This design comes from an exercise in tuning for small area, a short achievable clock period and few clock cycles on the open sky130 flow, not from production work. In this exercise RTL edits were held to simulation tests only and were not proved equivalent to the original. No activity file was given, so power comes from the tool's default toggle rates.

`design.v`:
```
module bdm_codec (
    input  wire         clk,
    input  wire         rst,
    input  wire         req_valid,
    output wire         req_ready,
    input  wire [7:0]   req,
    input  wire [7:0]   p0,
    input  wire [7:0]   p1,
    input  wire [39:0]  hdr,
    input  wire [8:0]   din_len,
    input  wire         din_valid,
    output wire         din_ready,
    input  wire [7:0]   din_data,
    output wire         dout_valid,
    input  wire         dout_ready,
    output wire [7:0]   dout_data,
    output wire         dout_last,
    output wire         done,
    output wire [3:0]   st,
    output wire [2:0]   cls,
    output wire [7:0]   rb,
    output wire         rf,
    output wire [7:0]   opc,
    output wire [7:0]   ctl,
    output wire [7:0]   len,
    output wire [191:0] fld,
    output wire [7:0]   fv
);
    localparam [3:0] OP_XFOLD  = 4'h1,
                     OP_CSUM   = 4'h2,
                     OP_VERIFY = 4'h3,
                     OP_ENCODE = 4'h4,
                     OP_DECODE = 4'h5,
                     OP_BUILD  = 4'h6,
                     OP_PARSE  = 4'h7,
                     OP_ACLR   = 4'h8,
                     OP_AFEED  = 4'h9;
    localparam [3:0] ST_OK        = 4'h0,
                     ST_EMPTY     = 4'h1,
                     ST_TRUNC     = 4'h2,
                     ST_CHECKSUM  = 4'h3,
                     ST_LENGTH    = 4'h4,
                     ST_UNEXP_OPC = 4'h5,
                     ST_PAY_SHORT = 4'h6,
                     ST_TOO_LONG  = 4'h7,
                     ST_ILL_OP    = 4'h8,
                     ST_ILL_ENT   = 4'h9;
    localparam [3:0] ENT_PWR_GET  = 4'h0,
                     ENT_PWR_SET  = 4'h1,
                     ENT_SRC_GET  = 4'h2,
                     ENT_SRC_SET  = 4'h3,
                     ENT_VOL_GET  = 4'h4,
                     ENT_VOL_SET  = 4'h5,
                     ENT_PFMT_GET = 4'h6,
                     ENT_PFMT_SET = 4'h7,
                     ENT_VID_GET  = 4'h8,
                     ENT_TEMP_GET = 4'h9,
                     ENT_PIP_GET  = 4'hA,
                     ENT_SER_GET  = 4'hB;
    localparam [8:0] MAX_LEN = 9'd261;
    localparam integer SLOT_PWR   = 0,
                       SLOT_SRC_T = 1,
                       SLOT_SRC_N = 2,
                       SLOT_VOL   = 3,
                       SLOT_PFMT  = 4,
                       SLOT_BRI   = 5,
                       SLOT_CON   = 6,
                       SLOT_SHP   = 7,
                       SLOT_TEMP  = 8,
                       SLOT_PIP   = 9,
                       SLOT_SER   = 10;
    function [7:0] wop;
        input [3:0] e;
        begin
            case (e)
                ENT_PWR_GET:  wop = 8'h19;
                ENT_PWR_SET:  wop = 8'h18;
                ENT_SRC_GET:  wop = 8'hAD;
                ENT_SRC_SET:  wop = 8'hAC;
                ENT_VOL_GET:  wop = 8'h45;
                ENT_VOL_SET:  wop = 8'h44;
                ENT_PFMT_GET: wop = 8'h3B;
                ENT_PFMT_SET: wop = 8'h3A;
                ENT_VID_GET:  wop = 8'h33;
                ENT_TEMP_GET: wop = 8'h2F;
                ENT_PIP_GET:  wop = 8'h85;
                ENT_SER_GET:  wop = 8'h15;
                default:      wop = 8'h00;
            endcase
        end
    endfunction
    function is_get;
        input [3:0] e;
        begin
            is_get = (e == ENT_PWR_GET) || (e == ENT_SRC_GET) || (e == ENT_VOL_GET) ||
                     (e == ENT_PFMT_GET) || (e == ENT_VID_GET) || (e == ENT_TEMP_GET) ||
                     (e == ENT_PIP_GET) || (e == ENT_SER_GET);
        end
    endfunction
    function [7:0] body_len;
        input [3:0] e;
        begin
            if (e == ENT_SRC_SET)
                body_len = 8'd7;
            else if (is_get(e))
                body_len = 8'd3;
            else
                body_len = 8'd4;
        end
    endfunction
    function [7:0] min_reply_len;
        input [3:0] e;
        begin
            case (e)
                ENT_SRC_GET: min_reply_len = 8'd4;
                ENT_VID_GET: min_reply_len = 8'd5;
                ENT_SER_GET: min_reply_len = 8'd16;
                default:     min_reply_len = 8'd3;
            endcase
        end
    endfunction
    function [7:0] group_bit;
        input [3:0] e;
        begin
            case (e)
                ENT_PWR_GET:  group_bit = 8'h01;
                ENT_SRC_GET:  group_bit = 8'h02;
                ENT_VOL_GET:  group_bit = 8'h04;
                ENT_PFMT_GET: group_bit = 8'h08;
                ENT_VID_GET:  group_bit = 8'h10;
                ENT_TEMP_GET: group_bit = 8'h20;
                ENT_PIP_GET:  group_bit = 8'h40;
                ENT_SER_GET:  group_bit = 8'h80;
                default:      group_bit = 8'h00;
            endcase
        end
    endfunction
    function [2:0] class_of;
        input [3:0] s;
        begin
            case (s)
                ST_OK:                              class_of = 3'd0;
                ST_EMPTY, ST_TRUNC, ST_LENGTH:      class_of = 3'd1;
                ST_CHECKSUM:                        class_of = 3'd2;
                ST_UNEXP_OPC, ST_PAY_SHORT:         class_of = 3'd3;
                default:                            class_of = 3'd4;
            endcase
        end
    endfunction
    localparam [2:0] S_IDLE     = 3'd0,
                     S_DISPATCH = 3'd1,
                     S_HDR      = 3'd2,
                     S_DATA     = 3'd3,
                     S_CSUM     = 3'd4,
                     S_BUILD    = 3'd5,
                     S_EVAL     = 3'd6,
                     S_DONE     = 3'd7;
    reg [2:0]   state;
    reg [3:0]   op_q;
    reg [3:0]   ent_q;
    reg [7:0]   p0_q;
    reg [7:0]   p1_q;
    reg [39:0]  hdr_q;
    reg [8:0]   n_q;
    reg [8:0]   cnt;         
    reg [7:0]   x_all;       
    reg [7:0]   x_prev;      
    reg [7:0]   b_len;       
    reg [7:0]   b_ctl;       
    reg [7:0]   b_opc;       
    reg [7:0]   acc;
    reg [3:0]   st_q;
    reg [7:0]   rb_q;
    reg         rf_q;
    reg [7:0]   opc_q;
    reg [7:0]   ctl_q;
    reg [7:0]   len_q;
    reg [191:0] fld_q;
    reg [7:0]   fv_q;
    wire [7:0] hdr_byte = hdr_q[cnt[2:0]*8 +: 8];
    reg  [7:0] build_byte;
    wire [7:0] build_frame_len = body_len(ent_q) + 8'd7;
    always @(*) begin
        build_byte = 8'h00;
        case (cnt[3:0])
            4'd0: build_byte = 8'hA6;
            4'd1: build_byte = 8'h01;
            4'd2: build_byte = 8'h00;
            4'd3: build_byte = 8'h00;
            4'd4: build_byte = 8'h00;
            4'd5: build_byte = body_len(ent_q);
            4'd6: build_byte = 8'h01;
            4'd7: build_byte = wop(ent_q);
            4'd8: build_byte = is_get(ent_q) ? 8'h00 : p0_q;
            4'd9: build_byte = (ent_q == ENT_SRC_SET) ? p1_q : 8'h00;
            4'd10: build_byte = (ent_q == ENT_SRC_SET) ? 8'h01 : 8'h00;
            default: build_byte = 8'h00;
        endcase
    end
    wire build_is_csum = (cnt[7:0] == build_frame_len - 8'd1);
    wire in_data = (state == S_DATA);
    wire enc_pass = (op_q == OP_ENCODE);
    assign req_ready  = (state == S_IDLE);
    assign din_ready  = in_data && (enc_pass ? dout_ready : 1'b1);
    assign dout_valid = (state == S_HDR) || (state == S_CSUM) || (state == S_BUILD) ||
                        (in_data && enc_pass && din_valid);
    assign dout_data  = (state == S_HDR)   ? hdr_byte :
                        (state == S_CSUM)  ? x_all :
                        (state == S_BUILD) ? (build_is_csum ? x_all : build_byte) :
                        din_data;
    assign dout_last  = (state == S_CSUM) || ((state == S_BUILD) && build_is_csum);
    wire din_fire  = din_valid && din_ready;
    wire dout_fire = dout_valid && dout_ready;
    reg [3:0] eval_st;
    always @(*) begin
        eval_st = ST_OK;
        if (op_q == OP_DECODE || op_q == OP_PARSE) begin
            if (n_q == 9'd0)
                eval_st = ST_EMPTY;
            else if (n_q < 9'd7)
                eval_st = ST_TRUNC;
            else if (x_all != 8'h00)
                eval_st = ST_CHECKSUM;
            else if (b_len < 8'd2 || n_q != {1'b0, b_len} + 9'd6)
                eval_st = ST_LENGTH;
            else if (op_q == OP_PARSE && is_get(ent_q) && b_opc != wop(ent_q))
                eval_st = ST_UNEXP_OPC;
            else if (op_q == OP_PARSE && is_get(ent_q) && b_len < min_reply_len(ent_q))
                eval_st = ST_PAY_SHORT;
        end
    end
    integer j;
    always @(posedge clk) begin
        if (rst) begin
            state <= S_IDLE;
            acc   <= 8'h00;
            cnt   <= 9'd0;
        end else begin
            case (state)
                S_IDLE: begin
                    if (req_valid) begin
                        op_q   <= req[3:0];
                        ent_q  <= req[7:4];
                        p0_q   <= p0;
                        p1_q   <= p1;
                        hdr_q  <= hdr;
                        n_q    <= din_len;
                        cnt    <= 9'd0;
                        x_all  <= 8'h00;
                        x_prev <= 8'h00;
                        b_len  <= 8'h00;
                        b_ctl  <= 8'h00;
                        b_opc  <= 8'h00;
                        st_q   <= ST_OK;
                        rb_q   <= 8'h00;
                        rf_q   <= 1'b0;
                        opc_q  <= 8'h00;
                        ctl_q  <= 8'h00;
                        len_q  <= 8'h00;
                        fld_q  <= 192'd0;
                        fv_q   <= 8'h00;
                        state  <= S_DISPATCH;
                    end
                end
                S_DISPATCH: begin
                    if (op_q == 4'h0 || op_q > OP_AFEED) begin
                        st_q  <= ST_ILL_OP;
                        state <= S_DONE;
                    end else if ((op_q == OP_BUILD || op_q == OP_PARSE) && ent_q > ENT_SER_GET) begin
                        st_q  <= ST_ILL_ENT;
                        state <= S_DONE;
                    end else if (op_q == OP_ACLR) begin
                        acc   <= 8'h00;
                        rb_q  <= 8'h00;
                        state <= S_DONE;
                    end else if (op_q == OP_AFEED) begin
                        acc   <= acc ^ p0_q;
                        rb_q  <= acc ^ p0_q;
                        state <= S_DONE;
                    end else if (op_q == OP_BUILD) begin
                        state <= S_BUILD;
                    end else if (op_q == OP_ENCODE) begin
                        if (n_q > MAX_LEN - 9'd6) begin
                            st_q  <= ST_TOO_LONG;
                            state <= S_DONE;
                        end else begin
                            state <= S_HDR;
                        end
                    end else begin
                        if (n_q > MAX_LEN) begin
                            st_q  <= ST_TOO_LONG;
                            state <= S_DONE;
                        end else if (n_q == 9'd0) begin
                            state <= S_EVAL;
                        end else begin
                            state <= S_DATA;
                        end
                    end
                end
                S_HDR: begin
                    if (dout_fire) begin
                        x_all <= x_all ^ hdr_byte;
                        if (cnt == 9'd4) begin
                            cnt   <= 9'd0;
                            state <= (n_q == 9'd0) ? S_CSUM : S_DATA;
                        end else begin
                            cnt <= cnt + 9'd1;
                        end
                    end
                end
                S_DATA: begin
                    if (din_fire) begin
                        x_prev <= x_all;
                        x_all  <= x_all ^ din_data;
                        if (cnt == 9'd4) b_len <= din_data;
                        if (cnt == 9'd5) b_ctl <= din_data;
                        if (cnt == 9'd6) b_opc <= din_data;
                        if (op_q == OP_PARSE && cnt >= 9'd7 && cnt <= 9'd20) begin
                            case (ent_q)
                                ENT_PWR_GET:
                                    if (cnt == 9'd7) fld_q[SLOT_PWR*8 +: 8] <= din_data;
                                ENT_SRC_GET: begin
                                    if (cnt == 9'd7) fld_q[SLOT_SRC_T*8 +: 8] <= din_data;
                                    if (cnt == 9'd8) fld_q[SLOT_SRC_N*8 +: 8] <= din_data;
                                end
                                ENT_VOL_GET:
                                    if (cnt == 9'd7) fld_q[SLOT_VOL*8 +: 8] <= din_data;
                                ENT_PFMT_GET:
                                    if (cnt == 9'd7) fld_q[SLOT_PFMT*8 +: 8] <= {6'd0, din_data[1:0]};
                                ENT_VID_GET: begin
                                    if (cnt == 9'd7) fld_q[SLOT_BRI*8 +: 8] <= din_data;
                                    if (cnt == 9'd8) fld_q[SLOT_CON*8 +: 8] <= din_data;
                                    if (cnt == 9'd9) fld_q[SLOT_SHP*8 +: 8] <= din_data;
                                end
                                ENT_TEMP_GET:
                                    if (cnt == 9'd7) fld_q[SLOT_TEMP*8 +: 8] <= din_data;
                                ENT_PIP_GET:
                                    if (cnt == 9'd7) fld_q[SLOT_PIP*8 +: 8] <= din_data;
                                ENT_SER_GET:
                                    for (j = 0; j < 14; j = j + 1)
                                        if (cnt == 9'd7 + j[8:0])
                                            fld_q[(SLOT_SER + j)*8 +: 8] <= din_data;
                                default: ;
                            endcase
                        end
                        if (cnt == n_q - 9'd1) begin
                            cnt   <= 9'd0;
                            state <= enc_pass ? S_CSUM : S_EVAL;
                        end else begin
                            cnt <= cnt + 9'd1;
                        end
                    end
                end
                S_CSUM: begin
                    if (dout_fire)
                        state <= S_DONE;
                end
                S_BUILD: begin
                    if (dout_fire) begin
                        x_all <= x_all ^ build_byte;
                        if (build_is_csum) begin
                            cnt   <= 9'd0;
                            state <= S_DONE;
                        end else begin
                            cnt <= cnt + 9'd1;
                        end
                    end
                end
                S_EVAL: begin
                    st_q <= eval_st;
                    case (op_q)
                        OP_XFOLD:  rb_q <= x_all;
                        OP_CSUM:   rb_q <= x_prev;
                        OP_VERIFY: rf_q <= (n_q != 9'd0) && (x_all == 8'h00);
                        default: ;
                    endcase
                    if (op_q == OP_DECODE || op_q == OP_PARSE) begin
                        if (eval_st == ST_OK) begin
                            opc_q <= b_opc;
                            ctl_q <= b_ctl;
                            len_q <= b_len;
                            if (op_q == OP_PARSE)
                                fv_q <= group_bit(ent_q);
                        end else begin
                            fld_q <= 192'd0;
                        end
                    end
                    state <= S_DONE;
                end
                S_DONE: begin
                    state <= S_IDLE;
                end
                default: state <= S_IDLE;
            endcase
        end
    end
    assign done = (state == S_DONE);
    assign st   = st_q;
    assign cls  = class_of(st_q);
    assign rb   = rb_q;
    assign rf   = rf_q;
    assign opc  = opc_q;
    assign ctl  = ctl_q;
    assign len  = len_q;
    assign fld  = fld_q;
    assign fv   = fv_q;
endmodule
```
`config.mk`:
```
export PLATFORM = sky130hd
export DESIGN_NAME = bdm_codec
export DESIGN_NICKNAME = bdm_codec
export VERILOG_FILES = /design/flow/design.v
export SDC_FILE = /design/flow/constraint.sdc
export NUM_CORES = 4
export LEC_CHECK = 0
export CAP_MARGIN = 20
export CORE_MARGIN = 2
export CORE_UTILIZATION = 40
export SLEW_MARGIN = 20
```
`run.sh`:
```
#!/bin/bash
# synth_recipe.tcl (not shown) runs the flow's synth.tcl, then flattens the netlist and writes it again
# the make line also repeats each setting of config.mk as NAME=value (left out here)
make -C /OpenROAD-flow-scripts/flow DESIGN_CONFIG=/design/flow/config.mk WORK_HOME=/design/flow/orfs CLKGATE_MAP_FILE= SYNTH_SCRIPT=/design/flow/synth_recipe.tcl finish
```
`constraint.sdc`:
```
create_clock -name core_clock -period 6.0 [get_ports {clk}]
set_input_delay 1.2000 -clock core_clock [delete_from_list [all_inputs] [get_ports {clk}]]
set_output_delay 1.2000 -clock core_clock [all_outputs]
set_load 0.01 [all_outputs]
```
==> results.txt <==
==> registers in the layout (all words and copies together) (netlist names), 9 cells and up, named ones only <==
register and flops:
n_q 9, hdr_q 40, cnt 9, fld_q 186
==> kinds of logic (layout without fill, tap and decap cells) <==
family,after synthesis,in the layout
other,1,6
and+or+nand+nor,347,347
AOI/OAI and AO/OA,228,228
DFF,380,380
xor gates and xnor gates,46,46
buffers and inverters,89,440
muxes,28,28
adders and majority gates,19,19
==> worst paths after layout <==
| path | from | endpoint | slack [ns] | cells after the start |
|---|---|---|---|---|
| hold reg to reg | flip-flop | fv_q[4] | 0.49 | 1 |
| setup / recovery | ent_q[3] | dout_data[6] | 1.01 | 8 |
| hold / removal | flip-flop | fv_q[4] | 0.49 | 1 |
| setup reg to reg | state[1] | fld_q[1] | 1.77 | 8 |
==> stage by stage <==
step / util [%] / hold WS [ns]
detailed placement: 50.4 / 0.488
global placement: 50.4 / 0.477
CTS: 53.7 / 0.489
floorplan: - / 0.470
global route: 53.7 / 0.513
finish: 53.7 / 0.492
==> power by group <==
group	internal, mW	switching [mW]	total [mW]	leakage [nW]
combinational	0.817	1.13	1.94	3.03
clock	1.34	1.02	2.37	0.603
sequential	3.42	0.249	3.67	3.63
total	5.58	2.40	7.98	7.26
==> layer usage <==
| metal | vias to the layer above | track usage (%) | part of all wire (%) | wire length, µm |
|---|---|---|---|---|
| met5 | - | 0 | 0.028 | 13 |
| met4 | 2 | 8.32 | 3.4 | 1570 |
| met3 | 77 | 4.58 | 7.4 | 3390 |
| met2 | 493 | 36.3 | 48 | 22000 |
| met1 | 5269 | 29.4 | 41 | 19100 |
| li1 | 4936 | - | - | - |
==> synthesized netlist by cell type, types with 7 or more instances <==
cell type and number:
edfxtp_1 344, nor2_1 96, a21oi_1 70, nand2_1 50, clkbuf_1 46, and2_1 36, dfxtp_1 36, o21ai_0 35
xnor2_1 35, and3_1 23, mux2i_1 22, nor3_1 22, nand3_1 21, inv_1 20, o22ai_1 20, ha_1 19
nor2b_1 17, nand2b_1 16, a21o_1 14, nand3b_1 11, xor2_1 11, nor4_1 10, or3_1 7
==> area by class of cell <==
| cell class | count | area share [%] |
|---|---|---|
| clock buffer | 47 | 5.04 |
| clock inverter | 23 | 0.974 |
| inverter | 24 | 0.433 |
| multi-input combinational | 674 | 20.8 |
| sequential | 380 | 53.1 |
| tap | 518 | 3.12 |
| timing repair buffer | 346 | 16.5 |
==> critical path: stages (launching register included) <==
cell and delay, ns:
edfxtp_1 0.59, nor2_1 0.52, o21ai_0 0.15, a2111o_1 0.51, and2_1 0.29, o2bb2ai_1 0.19
a221oi_1 0.33, a21o_1 0.12, clkdlybuf4s50_1 0.53
==> flow_metrics.tcl <==
set metrics [dict create \
    status "timing/DRC/antenna clean" \
    grt_max_degree 61 \
    relSlewSlack_pct 27.6 \
    vdd_drop_max_v 0.000219 \
    grt_use_total_pct 22.2 \
    hp-class "reg2reg" \
    layout_worst_path_cycle_share_pct 83.1 \
    yosysTopAreaCellShare_pct 65.7 \
    synthTopCellsByArea "edfxtp_1, dfxtp_1, nor2_1" \
    cellPowerDensity_mw_per_mm2 383 \
    grt_overflow_total 0 \
    fin_crit_ns 4.99 \
    die_x_um 202 \
    antennaDiodeCount 0 \
    layout_commonest_cell "edfxtp_1" \
    synth_edf_count 344 \
    worst_pin_slew_ns 1.09 \
    finalSetupTns_ns 0 \
    grt_setup_unrepaired "no" \
    die_h_um 202 \
    grt_pass1_vias 10400 \
    dp_cells 1941 \
    drive_gt1_share_pct 6.22 \
    synth-compound-area-share_pct 9.64 \
    crit_fanout 15 \
    total_power_mw 7.98 \
    setup_viol_count_final 0 \
    core-area_mm2 0.0387 \
    crit_type "reg2out" \
    syn_area_mm2 0.0157 \
    first_pass_iters 5 \
    required_ns 4.80 \
    post-route-cell-area_mm2 0.0208 \
    postPlaceCellArea_mm2 0.0195 \
    cts_tree "built" \
    cp-start-kind "flip-flop" \
    yosys_warnings 1 \
    final_nets 1571 \
    synth_seq_cells 380 \
    num-fill-cells 3228 \
    place_hpwl_um 32800 \
    grt_first_pass_wirelength_um 67500 \
    wl_per_cell_um 22.9 \
    synthFlopType "edfxtp_1" \
    cts_hold_buf 0 \
    synth_top_family_by_area "simple AND/OR/NAND/NOR gates" \
    seq_area_frac_synth_pct 70.3 \
    cellLeakagePower_nw 7.26 \
    yosys.area.top_type "edfxtp_1" \
    vias_per_cell 5.36 \
    ff_latch_area_mm2 0.0111 \
    yosys.area_share.simple_pct 11.7 \
    drt-total-wl_um 46000 \
    endpoint_kind "primary output" \
    syn-instance-count 1138 \
    io_buffers 332 \
    synth_fa_ha_area_share_pct 1.51 \
    critical_path_arrival_ns 3.79 \
    area_delta_synth_final_pct 32.3 \
    cts_root_buffer "clkbuf_16" \
    most-common-layout-cells "edfxtp_1, clkdlybuf4s50_1, nor2_1" \
    cts_resized 0 \
    clk_pin_slew_worst_paths_ns 0.06 \
    initial_core_util_pct 40.6 \
    antenna_found_initial 1 \
    maxSlewViolCount 0 \
    place_congestion 0.882 \
    die-area_mm2 0.0409 \
    async_reset_ff_share_pct 0 \
    synth_xor_area_share_pct 2.56 \
    drc 0 \
    pre_cts_slack_ns 1.63 \
    muxShareOfSynthArea_pct 1.83 \
    ios 339 \
    clockBufferDepth 3 \
    cts_made_buffers 40 \
    antenna_left 0 \
    cts.sinks 380 \
    clock_skew_ns 0.0138 \
    clkLatencyLatePin_ns 0.57 \
    hold_viol 0 \
    cap_viol_max_count 0 \
    syn_avg_cell_area_um2 13.8 \
    cts-htree-levels 2 \
    setup_ws_ns 1.01 \
    drt_first_iter_violations 905 \
    cts_setup_buffers 0 \
    ys_types 82 \
    rows 72 \
    via_count 10800 \
    max_freq_mhz 201 \
    multi_input_area_mm2 0.00433 \
    final_cell_count_no_fill 2012 \
]
Testbench counts, summed over its fixed seeds: cycles 32,739.

[static timing again, ports no longer ideal]
How much do the figures lean on ideal ports? The routed layout below was timed once more, with nothing changed but the port constraints.
Step 1 (the two cells are an assumption about what drives the block):
set clk [get_ports {clk}]
set_driving_cell -lib_cell sky130_fd_sc_hd__clkbuf_16 $clk
set_driving_cell -lib_cell sky130_fd_sc_hd__buf_2 [delete_from_list [all_inputs] $clk]
Step 2, shift: input delay + t, output delay - t, t = (earliest + latest rising clock arrival at the registers) / 2. This alone moves slack from input paths to output paths.
a / b / c = no drivers / after step 1 / after step 2; a / b = the first two.
t (ns): 0.613
setup WS [ns]: 1.013 / 0.959 / 1.573
worst setup path after step 2: register to output
worst register clock-pin slew, ns: 0.07 / 0.07
After both steps this run still meets setup and hold. For this run, drivers alone change the setup slack by -0.054 ns; drivers and shift together by +0.560 ns.
